This design comes from an exercise in tuning for small area on the open sky130 flow, not from production work. In this exercise RTL edits were held to simulation tests only and were not proved equivalent to the original. Power is estimated from default activity; no workload was simulated. No driver is modelled on the clock port, so clocking that relies on it looks cheaper here than on a real chip.

==> inputs of 02-14 <==
## kbd_scan_react
module kbd_scan_react (
    input  wire        clk,
    input  wire        rst,
    input  wire        cmd_valid,
    input  wire [7:0]  cmd,
    output wire        cmd_ready,
    output wire [7:0]  row_n,
    input  wire [7:0]  col_n,
    input  wire [31:0] rnd_data,
    output wire        rnd_take,
    output wire [17:0] ev,
    output wire        led_valid,
    output wire [23:0] led_data,
    output wire        draw_valid,
    output wire [1:0]  draw_sprite,
    output wire [2:0]  fault
);
clock: 14.0 ns
lec_check: 0
cap_margin: 20
core_margin: 2
core_utilization: 40
place_density: 0.6
slew_margin: 20
standard.sh (not shown) runs the stock make flow with config.mk's settings and CLKGATE_MAP_FILE= SYNTH_SCRIPT=/design/flow/synth_recipe.tcl, a recipe that flattens the netlist after the stock synthesis.
==> flow/flow/run.sh <==
#!/bin/bash
# Layout flow: the standard synthesis, then an area-oriented re-mapping of
# its combinational logic (flip-flops untouched, equivalence proven with Yosys;
# the standard netlist is used if anything fails), then the standard layout
# steps with these changes: port buffers use buf_1, and clock tree synthesis
# uses clkbuf_8 with smaller sink clusters and no dummy loads.
set -euo pipefail
HERE=$(pwd)
R=$HERE/orfs/results/$FLOW_PLATFORM/kbd_scan_react/base
LIB=$FLOW_HOME/platforms/$FLOW_PLATFORM/lib/sky130_fd_sc_hd__tt_025C_1v80.lib
YOSYS=$FLOW_HOME/../tools/install/yosys/bin/yosys
[ -x "$YOSYS" ] || YOSYS=yosys
export CTS_ARGS="-sink_clustering_enable -repair_clock_nets -dont_use_dummy_load -buf_list sky130_fd_sc_hd__clkbuf_8 -sink_clustering_size 20 -sink_clustering_max_diameter 50"
export BUFFER_PORTS_ARGS="-buffer_cell sky130_fd_sc_hd__buf_1"

bash standard.sh synth > standard_synth.log 2>&1
cp "$R/1_2_yosys.v" "$HERE/std_1_2_yosys.v"

DU=$(sed -n '/^export DONT_USE_CELLS/,/^#/p' "$FLOW_HOME/platforms/$FLOW_PLATFORM/config.mk" \
     | grep -o 'sky130_fd_sc_hd__[a-z0-9_]*' | sed 's/^/-dont_use /' | tr '\n' ' ')
sed -e "s#@LIB@#$LIB#g" -e "s#@IN@#$HERE/std_1_2_yosys.v#" -e "s#@OUT@#$HERE/resynth.v#" \
    -e "s#@ABC@#$HERE/flow/area.abc#" -e "s#@TOP@#$FLOW_TOP#g" -e "s#@DONTUSE@#$DU#" \
    -e "s#@STAT@#$HERE/resynth_stat.txt#" flow/resynth.ys > resynth.ys
sed -e "s#@LIB@#$LIB#g" -e "s#@GOLD@#$HERE/std_1_2_yosys.v#" -e "s#@GATE@#$HERE/resynth.v#" \
    -e "s#@TOP@#$FLOW_TOP#g" flow/equiv.ys > equiv.ys
sed -e "s#@LIB@#$LIB#g" -e "s#@GATE@#$HERE/resynth.v#" -e "s#@TOP@#$FLOW_TOP#g" flow/check.ys > check.ys
if "$YOSYS" -q -l resynth.log resynth.ys > /dev/null 2>&1 && \
   "$YOSYS" -q -l check.log check.ys > /dev/null 2>&1 && \
   "$YOSYS" -q -l equiv.log equiv.ys > /dev/null 2>&1; then
  cp "$HERE/resynth.v" "$R/1_2_yosys.v"
  rm -f "$R/1_synth.odb" "$R/1_synth.sdc"
  echo "using the re-mapped netlist" > netlist_choice.txt
else
  echo "re-mapping failed; using the standard netlist" > netlist_choice.txt
fi

bash standard.sh > standard.log 2>&1
==> flow/flow/area.abc <==
strash
dch -f
amap
strash
dch -f
amap
topo
Other scripts of this flow, unchanged in this note and not shown: flow/flow/check.ys, flow/flow/equiv.ys, flow/flow/resynth.ys
==> 09-22: changes against 02-14 <==
--- a/flow/design.v
+++ b/flow/design.v
@@ -26,48 +26,48 @@
     reg [5:0]  p;         
     reg        q_hi;      
     reg [2:0]  q_lo;
     reg [1:0]  mode;
     reg        c_hi;      
     reg [2:0]  c_lo;
     reg        seeded;
+    reg        scanned;   
     reg        fresh;     
     reg        ftype;     
     reg        lz;
     reg [1:0]  sprite;
     reg        dz;
     reg        dv;
     reg        ev_v, ev_k;
     reg [2:0]  ev_r, ev_c;
     reg [1:0]  flt;       
-    reg [63:0]  r_s, r_b, r_c0, r_c1, r_c2, r_c3;
+    reg [63:0]  r_b, r_c0, r_c1, r_c2, r_c3;
     reg [155:0] lr;
     reg [31:0]  dr;
     reg [7:0]   lc;
     wire halted  = |flt;
     wire p_last  = (p == 6'd63);
     wire p_half  = (p[4:0] == 5'd31);
     wire q_last  = q_hi && (q_lo == 3'd5);
     wire accept  = cmd_valid && (st == S_IDLE) && p_last;
-    wire       hs = r_s[0];
     wire       hb = r_b[0];
     wire [3:0] hc = {r_c3[0], r_c2[0], r_c1[0], r_c0[0]};
     wire       evk = (hc == 4'd15);
     wire       sel_rot = (p[3] == h);
-    wire       smp = ~col_n[p[2:0]];
-    reg        ns, nb;
+    wire       hs = scanned & ~col_n[p[2:0]];    
+    wire       db_on = h && (p[3] == t);         
+    reg        nb;
     reg [3:0]  nc;
     reg        pop_now;
     always @* begin
-        ns = hs; nb = hb; nc = hc;
+        nb = hb; nc = hc;
         pop_now = 1'b0;
         case (st)
-        S_INIT: begin ns = 1'b0; nb = 1'b0; nc = 4'd0; end
-        S_SCAN: if (sel_rot) ns = smp;
-        S_DB:   if (h) begin
+        S_INIT: begin nb = 1'b0; nc = 4'd0; end
+        S_DB:   if (db_on) begin
                     if (hs == hb) nc = 4'd0;
                     else if (hc == 4'd14) begin nb = hs; nc = 4'd15; end
                     else nc = hc + 4'd1;
                 end
         S_EP:   if (sel_rot && evk && !ev_v) begin nc = 4'd0; pop_now = 1'b1; end
         default: ;
         endcase
@@ -147,17 +147,26 @@
         4'd1, 4'd6:  m5n = 3'd1;
         4'd2, 4'd7:  m5n = 3'd2;
         4'd3, 4'd8:  m5n = 3'd3;
         4'd4, 4'd9:  m5n = 3'd4;
         default:     m5n = 3'bxxx;
         endcase
     end
-    wire [3:0] m12x   = {c_lo, rbit};             
-    wire       m12_hi = m12x >= 4'd6;
-    wire [2:0] m12_lo = m12_hi ? m12x[2:0] - 3'd6 : m12x[2:0];
+    wire [2:0] m3x  = {c_lo[1:0], rbit};          
+    wire [1:0] m3n  = (m3x >= 3'd3) ? m3x[1:0] - 2'd3 : m3x[1:0];
+    reg  [3:0] jx;
+    always @* begin
+        case ({m3n, rnd_data[1:0]})
+        4'b00_00: jx = 4'h0;  4'b01_01: jx = 4'h1;  4'b10_10: jx = 4'h2;
+        4'b00_11: jx = 4'h3;  4'b01_00: jx = 4'h4;  4'b10_01: jx = 4'h5;
+        4'b00_10: jx = 4'h8;  4'b01_11: jx = 4'h9;  4'b10_00: jx = 4'ha;
+        4'b00_01: jx = 4'hb;  4'b01_10: jx = 4'hc;  4'b10_11: jx = 4'hd;
+        default:  jx = 4'bxxxx;
+        endcase
+    end
     wire       dbit = dz ? 1'b0 : dr[0];
     wire       dsum = dbit ^ h;
     wire [31:0] k400 = 32'd400;
     wire       deq  = t && (dsum == k400[p[4:0]]);
     wire       lbit = lz ? 1'b0 : lc[0];
     wire       lsum = lbit ^ h;
     wire [7:0] kk   = (mode == 2'd3) ? 8'd100 : 8'd10;
@@ -168,21 +177,20 @@
     assign rnd_take    = (m12_on && p == 6'd31) || (st == S_L0 && p_last) || take_led;
     assign ev          = {ev_v, ev_k, 5'd0, ev_r, 5'd0, ev_c};
     assign fault       = {flt, 1'b0};
     assign draw_valid  = dv;
     assign draw_sprite = sprite;
     assign led_valid   = (st == S_LF) && run;
     assign led_data    = {cg, cr, cb};
-    wire   row_on      = (st == S_SCAN) && sel_rot;
-    wire [2:0] row_idx = {h, p[5:4]};
+    wire   row_on      = (st == S_SCAN) ? sel_rot : (st == S_DB) && db_on;
+    wire [2:0] row_idx = {(st == S_SCAN) ? h : t, p[5:4]};
     assign row_n       = ~({7'd0, row_on} << row_idx);
     wire       cn_wrap = (c_lo == 3'd5);
     wire [1:0] sp_tog  = (sprite == 2'd1) ? 2'd2 : 2'd1;
     always @(posedge clk) begin
-        r_s  <= {ns,    r_s[63:1]};
         r_b  <= {nb,    r_b[63:1]};
         r_c0 <= {nc[0], r_c0[63:1]};
         r_c1 <= {nc[1], r_c1[63:1]};
         r_c2 <= {nc[2], r_c2[63:1]};
         r_c3 <= {nc[3], r_c3[63:1]};
         lr   <= {lin, lr[155:13]};
         dr   <= {(st == S_DT) ? dsum : dr[0], dr[31:1]};
@@ -202,30 +210,30 @@
         end
     endtask
     always @(posedge clk) begin
         if (rst) begin
             st <= S_INIT; run <= 1'b0; h <= 1'b0; t <= 1'b0;
             p <= 6'd0; q_hi <= 1'b0; q_lo <= 3'd0;
             mode <= 2'd0; c_hi <= 1'b0; c_lo <= 3'd0; lz <= 1'b1;
-            seeded <= 1'b0; fresh <= 1'b1; ftype <= 1'b0;
+            seeded <= 1'b0; scanned <= 1'b0; fresh <= 1'b1; ftype <= 1'b0;
             sprite <= 2'd0; dz <= 1'b1; dv <= 1'b0;
             ev_v <= 1'b0; ev_k <= 1'b0; ev_r <= 3'd0; ev_c <= 3'd0; flt <= 2'd0;
         end else begin
             p  <= p + 6'd1;
             q_lo <= (q_lo == 3'd5) ? 3'd0 : q_lo + 3'd1;
             if (q_lo == 3'd5) q_hi <= !q_hi;
             dv <= 1'b0;
             case (st)
             S_INIT: if (p_last) st <= S_IDLE;
             S_IDLE: if (accept && !halted) begin
                 run <= 1'b0;
                 h   <= 1'b0;
                 t   <= 1'b0;
                 case (cmd)
-                8'h10: st <= S_SCAN;
+                8'h10: begin scanned <= 1'b1; st <= S_SCAN; end
                 8'h20: st <= S_DB;
                 8'h21: begin ev_v <= 1'b0; st <= S_EP; end
                 8'h30: begin h <= 1'b1; t <= 1'b1; st <= S_LT; end
                 8'h31: led_key;
                 8'h32: st <= S_LF;
                 8'h34, 8'h35, 8'h36, 8'h37: begin
                     mode <= cmd[1:0]; lz <= 1'b1; c_hi <= 1'b0; c_lo <= 3'd0; fresh <= 1'b1;
@@ -238,19 +246,22 @@
                 endcase
             end
             S_SCAN: if (p_last) begin
                 h <= 1'b1;
                 if (h) st <= S_IDLE;
             end
             S_DB: begin
-                if (evk) t <= 1'b1;
+                if (!h && evk) t <= 1'b1;
                 if (p_last) begin
                     h <= 1'b1;
-                    if (h) st <= S_IDLE;
-                    else if (t || evk) begin flt[1] <= 1'b1; st <= S_IDLE; end
+                    if (!h) begin
+                        if (t || evk) begin flt[1] <= 1'b1; st <= S_IDLE; end
+                        else t <= 1'b0;
+                    end else if (!t) t <= 1'b1;
+                    else st <= S_IDLE;
                 end
             end
             S_EP: begin
                 if (!ev_v) begin
                     if (p_last && h && !pop_now) begin
                         ev_k <= 1'b0; ev_r <= 3'd0; ev_c <= 3'd0;
                     end else begin
@@ -293,16 +304,17 @@
                     st <= S_LU;
                     if (m5n == 3'd0 && rnd_data[1:0] == 2'd0) begin
                         c_hi <= 1'b0; c_lo <= 3'd0; st <= S_L1;
                     end else h <= 1'b0;
                 end
             end
             S_LKM, S_L1: begin
-                c_hi <= m12_hi; c_lo <= m12_lo;
+                c_lo[1:0] <= m3n;
                 if (p == 6'd31) begin
+                    c_hi <= jx[3]; c_lo <= jx[2:0];
                     h  <= 1'b1;
                     st <= (st == S_LKM) ? S_KS : S_LU;
                 end
             end
             S_KS: if (at_j) begin
                 fresh <= 1'b0; st <= S_IDLE;
             end
==> flow/flow/area.abc (replaced) <==
strash
&get -n
&deepsyn -J 1000 -T 900
&put
dch -f
amap
strash
dch -f
amap
topo
Settings changed: CORE_UTILIZATION 40 to 60, PLACE_DENSITY 0.6 to 0.75.
==> 02-12: changes against 02-14 <==
--- a/flow/design.v
+++ b/flow/design.v
@@ -26,48 +26,48 @@
     reg [5:0]  p;         
     reg        q_hi;      
     reg [2:0]  q_lo;
     reg [1:0]  mode;
     reg        c_hi;      
     reg [2:0]  c_lo;
     reg        seeded;
+    reg        scanned;   
     reg        fresh;     
     reg        ftype;     
     reg        lz;
     reg [1:0]  sprite;
     reg        dz;
     reg        dv;
     reg        ev_v, ev_k;
     reg [2:0]  ev_r, ev_c;
     reg [1:0]  flt;       
-    reg [63:0]  r_s, r_b, r_c0, r_c1, r_c2, r_c3;
+    reg [63:0]  r_b, r_c0, r_c1, r_c2, r_c3;
     reg [155:0] lr;
     reg [31:0]  dr;
     reg [7:0]   lc;
     wire halted  = |flt;
     wire p_last  = (p == 6'd63);
     wire p_half  = (p[4:0] == 5'd31);
     wire q_last  = q_hi && (q_lo == 3'd5);
     wire accept  = cmd_valid && (st == S_IDLE) && p_last;
-    wire       hs = r_s[0];
     wire       hb = r_b[0];
     wire [3:0] hc = {r_c3[0], r_c2[0], r_c1[0], r_c0[0]};
     wire       evk = (hc == 4'd15);
     wire       sel_rot = (p[3] == h);
-    wire       smp = ~col_n[p[2:0]];
-    reg        ns, nb;
+    wire       hs = scanned & ~col_n[p[2:0]];    
+    wire       db_on = h && (p[3] == t);         
+    reg        nb;
     reg [3:0]  nc;
     reg        pop_now;
     always @* begin
-        ns = hs; nb = hb; nc = hc;
+        nb = hb; nc = hc;
         pop_now = 1'b0;
         case (st)
-        S_INIT: begin ns = 1'b0; nb = 1'b0; nc = 4'd0; end
-        S_SCAN: if (sel_rot) ns = smp;
-        S_DB:   if (h) begin
+        S_INIT: begin nb = 1'b0; nc = 4'd0; end
+        S_DB:   if (db_on) begin
                     if (hs == hb) nc = 4'd0;
                     else if (hc == 4'd14) begin nb = hs; nc = 4'd15; end
                     else nc = hc + 4'd1;
                 end
         S_EP:   if (sel_rot && evk && !ev_v) begin nc = 4'd0; pop_now = 1'b1; end
         default: ;
         endcase
@@ -147,17 +147,26 @@
         4'd1, 4'd6:  m5n = 3'd1;
         4'd2, 4'd7:  m5n = 3'd2;
         4'd3, 4'd8:  m5n = 3'd3;
         4'd4, 4'd9:  m5n = 3'd4;
         default:     m5n = 3'bxxx;
         endcase
     end
-    wire [3:0] m12x   = {c_lo, rbit};             
-    wire       m12_hi = m12x >= 4'd6;
-    wire [2:0] m12_lo = m12_hi ? m12x[2:0] - 3'd6 : m12x[2:0];
+    wire [2:0] m3x  = {c_lo[1:0], rbit};          
+    wire [1:0] m3n  = (m3x >= 3'd3) ? m3x[1:0] - 2'd3 : m3x[1:0];
+    reg  [3:0] jx;
+    always @* begin
+        case ({m3n, rnd_data[1:0]})
+        4'b00_00: jx = 4'h0;  4'b01_01: jx = 4'h1;  4'b10_10: jx = 4'h2;
+        4'b00_11: jx = 4'h3;  4'b01_00: jx = 4'h4;  4'b10_01: jx = 4'h5;
+        4'b00_10: jx = 4'h8;  4'b01_11: jx = 4'h9;  4'b10_00: jx = 4'ha;
+        4'b00_01: jx = 4'hb;  4'b01_10: jx = 4'hc;  4'b10_11: jx = 4'hd;
+        default:  jx = 4'bxxxx;
+        endcase
+    end
     wire       dbit = dz ? 1'b0 : dr[0];
     wire       dsum = dbit ^ h;
     wire [31:0] k400 = 32'd400;
     wire       deq  = t && (dsum == k400[p[4:0]]);
     wire       lbit = lz ? 1'b0 : lc[0];
     wire       lsum = lbit ^ h;
     wire [7:0] kk   = (mode == 2'd3) ? 8'd100 : 8'd10;
@@ -168,21 +177,20 @@
     assign rnd_take    = (m12_on && p == 6'd31) || (st == S_L0 && p_last) || take_led;
     assign ev          = {ev_v, ev_k, 5'd0, ev_r, 5'd0, ev_c};
     assign fault       = {flt, 1'b0};
     assign draw_valid  = dv;
     assign draw_sprite = sprite;
     assign led_valid   = (st == S_LF) && run;
     assign led_data    = {cg, cr, cb};
-    wire   row_on      = (st == S_SCAN) && sel_rot;
-    wire [2:0] row_idx = {h, p[5:4]};
+    wire   row_on      = (st == S_SCAN) ? sel_rot : (st == S_DB) && db_on;
+    wire [2:0] row_idx = {(st == S_SCAN) ? h : t, p[5:4]};
     assign row_n       = ~({7'd0, row_on} << row_idx);
     wire       cn_wrap = (c_lo == 3'd5);
     wire [1:0] sp_tog  = (sprite == 2'd1) ? 2'd2 : 2'd1;
     always @(posedge clk) begin
-        r_s  <= {ns,    r_s[63:1]};
         r_b  <= {nb,    r_b[63:1]};
         r_c0 <= {nc[0], r_c0[63:1]};
         r_c1 <= {nc[1], r_c1[63:1]};
         r_c2 <= {nc[2], r_c2[63:1]};
         r_c3 <= {nc[3], r_c3[63:1]};
         lr   <= {lin, lr[155:13]};
         dr   <= {(st == S_DT) ? dsum : dr[0], dr[31:1]};
@@ -202,30 +210,30 @@
         end
     endtask
     always @(posedge clk) begin
         if (rst) begin
             st <= S_INIT; run <= 1'b0; h <= 1'b0; t <= 1'b0;
             p <= 6'd0; q_hi <= 1'b0; q_lo <= 3'd0;
             mode <= 2'd0; c_hi <= 1'b0; c_lo <= 3'd0; lz <= 1'b1;
-            seeded <= 1'b0; fresh <= 1'b1; ftype <= 1'b0;
+            seeded <= 1'b0; scanned <= 1'b0; fresh <= 1'b1; ftype <= 1'b0;
             sprite <= 2'd0; dz <= 1'b1; dv <= 1'b0;
             ev_v <= 1'b0; ev_k <= 1'b0; ev_r <= 3'd0; ev_c <= 3'd0; flt <= 2'd0;
         end else begin
             p  <= p + 6'd1;
             q_lo <= (q_lo == 3'd5) ? 3'd0 : q_lo + 3'd1;
             if (q_lo == 3'd5) q_hi <= !q_hi;
             dv <= 1'b0;
             case (st)
             S_INIT: if (p_last) st <= S_IDLE;
             S_IDLE: if (accept && !halted) begin
                 run <= 1'b0;
                 h   <= 1'b0;
                 t   <= 1'b0;
                 case (cmd)
-                8'h10: st <= S_SCAN;
+                8'h10: begin scanned <= 1'b1; st <= S_SCAN; end
                 8'h20: st <= S_DB;
                 8'h21: begin ev_v <= 1'b0; st <= S_EP; end
                 8'h30: begin h <= 1'b1; t <= 1'b1; st <= S_LT; end
                 8'h31: led_key;
                 8'h32: st <= S_LF;
                 8'h34, 8'h35, 8'h36, 8'h37: begin
                     mode <= cmd[1:0]; lz <= 1'b1; c_hi <= 1'b0; c_lo <= 3'd0; fresh <= 1'b1;
@@ -238,19 +246,22 @@
                 endcase
             end
             S_SCAN: if (p_last) begin
                 h <= 1'b1;
                 if (h) st <= S_IDLE;
             end
             S_DB: begin
-                if (evk) t <= 1'b1;
+                if (!h && evk) t <= 1'b1;
                 if (p_last) begin
                     h <= 1'b1;
-                    if (h) st <= S_IDLE;
-                    else if (t || evk) begin flt[1] <= 1'b1; st <= S_IDLE; end
+                    if (!h) begin
+                        if (t || evk) begin flt[1] <= 1'b1; st <= S_IDLE; end
+                        else t <= 1'b0;
+                    end else if (!t) t <= 1'b1;
+                    else st <= S_IDLE;
                 end
             end
             S_EP: begin
                 if (!ev_v) begin
                     if (p_last && h && !pop_now) begin
                         ev_k <= 1'b0; ev_r <= 3'd0; ev_c <= 3'd0;
                     end else begin
@@ -293,16 +304,17 @@
                     st <= S_LU;
                     if (m5n == 3'd0 && rnd_data[1:0] == 2'd0) begin
                         c_hi <= 1'b0; c_lo <= 3'd0; st <= S_L1;
                     end else h <= 1'b0;
                 end
             end
             S_LKM, S_L1: begin
-                c_hi <= m12_hi; c_lo <= m12_lo;
+                c_lo[1:0] <= m3n;
                 if (p == 6'd31) begin
+                    c_hi <= jx[3]; c_lo <= jx[2:0];
                     h  <= 1'b1;
                     st <= (st == S_LKM) ? S_KS : S_LU;
                 end
             end
             S_KS: if (at_j) begin
                 fresh <= 1'b0; st <= S_IDLE;
             end
--- a/flow/flow/run.sh
+++ b/flow/flow/run.sh
@@ -6,15 +6,15 @@
 # uses clkbuf_8 with smaller sink clusters and no dummy loads.
 set -euo pipefail
 HERE=$(pwd)
 R=$HERE/orfs/results/$FLOW_PLATFORM/kbd_scan_react/base
 LIB=$FLOW_HOME/platforms/$FLOW_PLATFORM/lib/sky130_fd_sc_hd__tt_025C_1v80.lib
 YOSYS=$FLOW_HOME/../tools/install/yosys/bin/yosys
 [ -x "$YOSYS" ] || YOSYS=yosys
-export CTS_ARGS="-sink_clustering_enable -repair_clock_nets -dont_use_dummy_load -buf_list sky130_fd_sc_hd__clkbuf_8 -sink_clustering_size 20 -sink_clustering_max_diameter 50"
+export CTS_ARGS="-sink_clustering_enable -repair_clock_nets -dont_use_dummy_load -buf_list sky130_fd_sc_hd__clkbuf_16 -sink_clustering_size 40 -sink_clustering_max_diameter 80"
 export BUFFER_PORTS_ARGS="-buffer_cell sky130_fd_sc_hd__buf_1"
 
 bash standard.sh synth > standard_synth.log 2>&1
 cp "$R/1_2_yosys.v" "$HERE/std_1_2_yosys.v"
 
 DU=$(sed -n '/^export DONT_USE_CELLS/,/^#/p' "$FLOW_HOME/platforms/$FLOW_PLATFORM/config.mk" \
      | grep -o 'sky130_fd_sc_hd__[a-z0-9_]*' | sed 's/^/-dont_use /' | tr '\n' ' ')
Settings changed: CORE_UTILIZATION 40 to 60, PLACE_DENSITY 0.6 to 0.75.
==> summary.md <==
| Metric | Value |
|---|---|
| Final Core Density | `0.441` |
| Worst setup path start | `lr[8]` |
| Vias per inst | `4.81` |
| Wire per inst | `15.2 um` |
| Non-CTS buffers | `102` |
| Slew @ Worst Pin | `0.923 ns` |
| Reg2reg start | `p[1]` |
| Status | `complete, no violations` |
| Post-route insts no fill | `2064` |
# the run above: 02-14

==> summary.md <==
| Metric | Value |
|---|---|
| Status | `complete, no violations` |
| Non-CTS buffers | `100` |
| Worst setup path start | `lr[8]` |
| Slew @ Worst Pin | `0.872 ns` |
| Vias per inst | `5.42` |
| Reg2reg start | `p[1]` |
| Final Core Density | `0.659` |
| Post-route insts no fill | `1818` |
| Final WL | `30100 um` |
| Startpoint type of the worst setup path | `flop` |
# the run above: 02-12

==> summary.md <==
| Metric | Value |
|---|---|
| Reg2reg start | `p[0]` |
| Final hold vios | `0` |
| Vias per inst | `5.12` |
| Slew @ Worst Pin | `0.936 ns` |
| Post-route insts no fill | `1685` |
| Wire per inst | `15.2 um` |
| Multi-input combinational cell area | `2880 sq um` |
| P_leak | `5.93 nW` |
| Uppermost routed layer | `met4` |
| Status | `complete, no violations` |
| Layout cell share with drive strength beyond 1 | `0.0287` |
| Tcrit/Tclk final | `0.613` |
| Num CTS Buffers | `38` |
| Non-CTS buffers | `99` |
# the run above: 09-22

[re-timing with driven ports]
In the flow no input, the clock included, has a driving cell. The finished layouts below were timed again as built, in two steps. Step 1 (the two cells are an assumption about what drives the block):
set clk [get_ports {clk}]
set_driving_cell -lib_cell sky130_fd_sc_hd__clkbuf_16 $clk
set_driving_cell -lib_cell sky130_fd_sc_hd__buf_2 [delete_from_list [all_inputs] $clk]
Step 2 moves the port delays by t, midway between the first and last clock arrival at a register: inputs arrive t later, outputs are due t later. That takes back most of the time a late clock gives input paths. Three values: no drivers, after step 1, after step 2; two values: the first two.
run | shift t [ns] | setup slack, ns | hold slack, ns
02-14 | 0.627 | 5.146 / 5.098 / 5.725 | 0.270 / 0.270 / 0.270
09-22 | 0.570 | 5.415 / 5.371 / 5.941 | 0.265 / 0.265 / 0.265
02-12 | 0.559 | 5.083 / 5.033 / 5.593 | 0.265 / 0.265 / 0.265
After both steps every run listed still meets setup and hold.
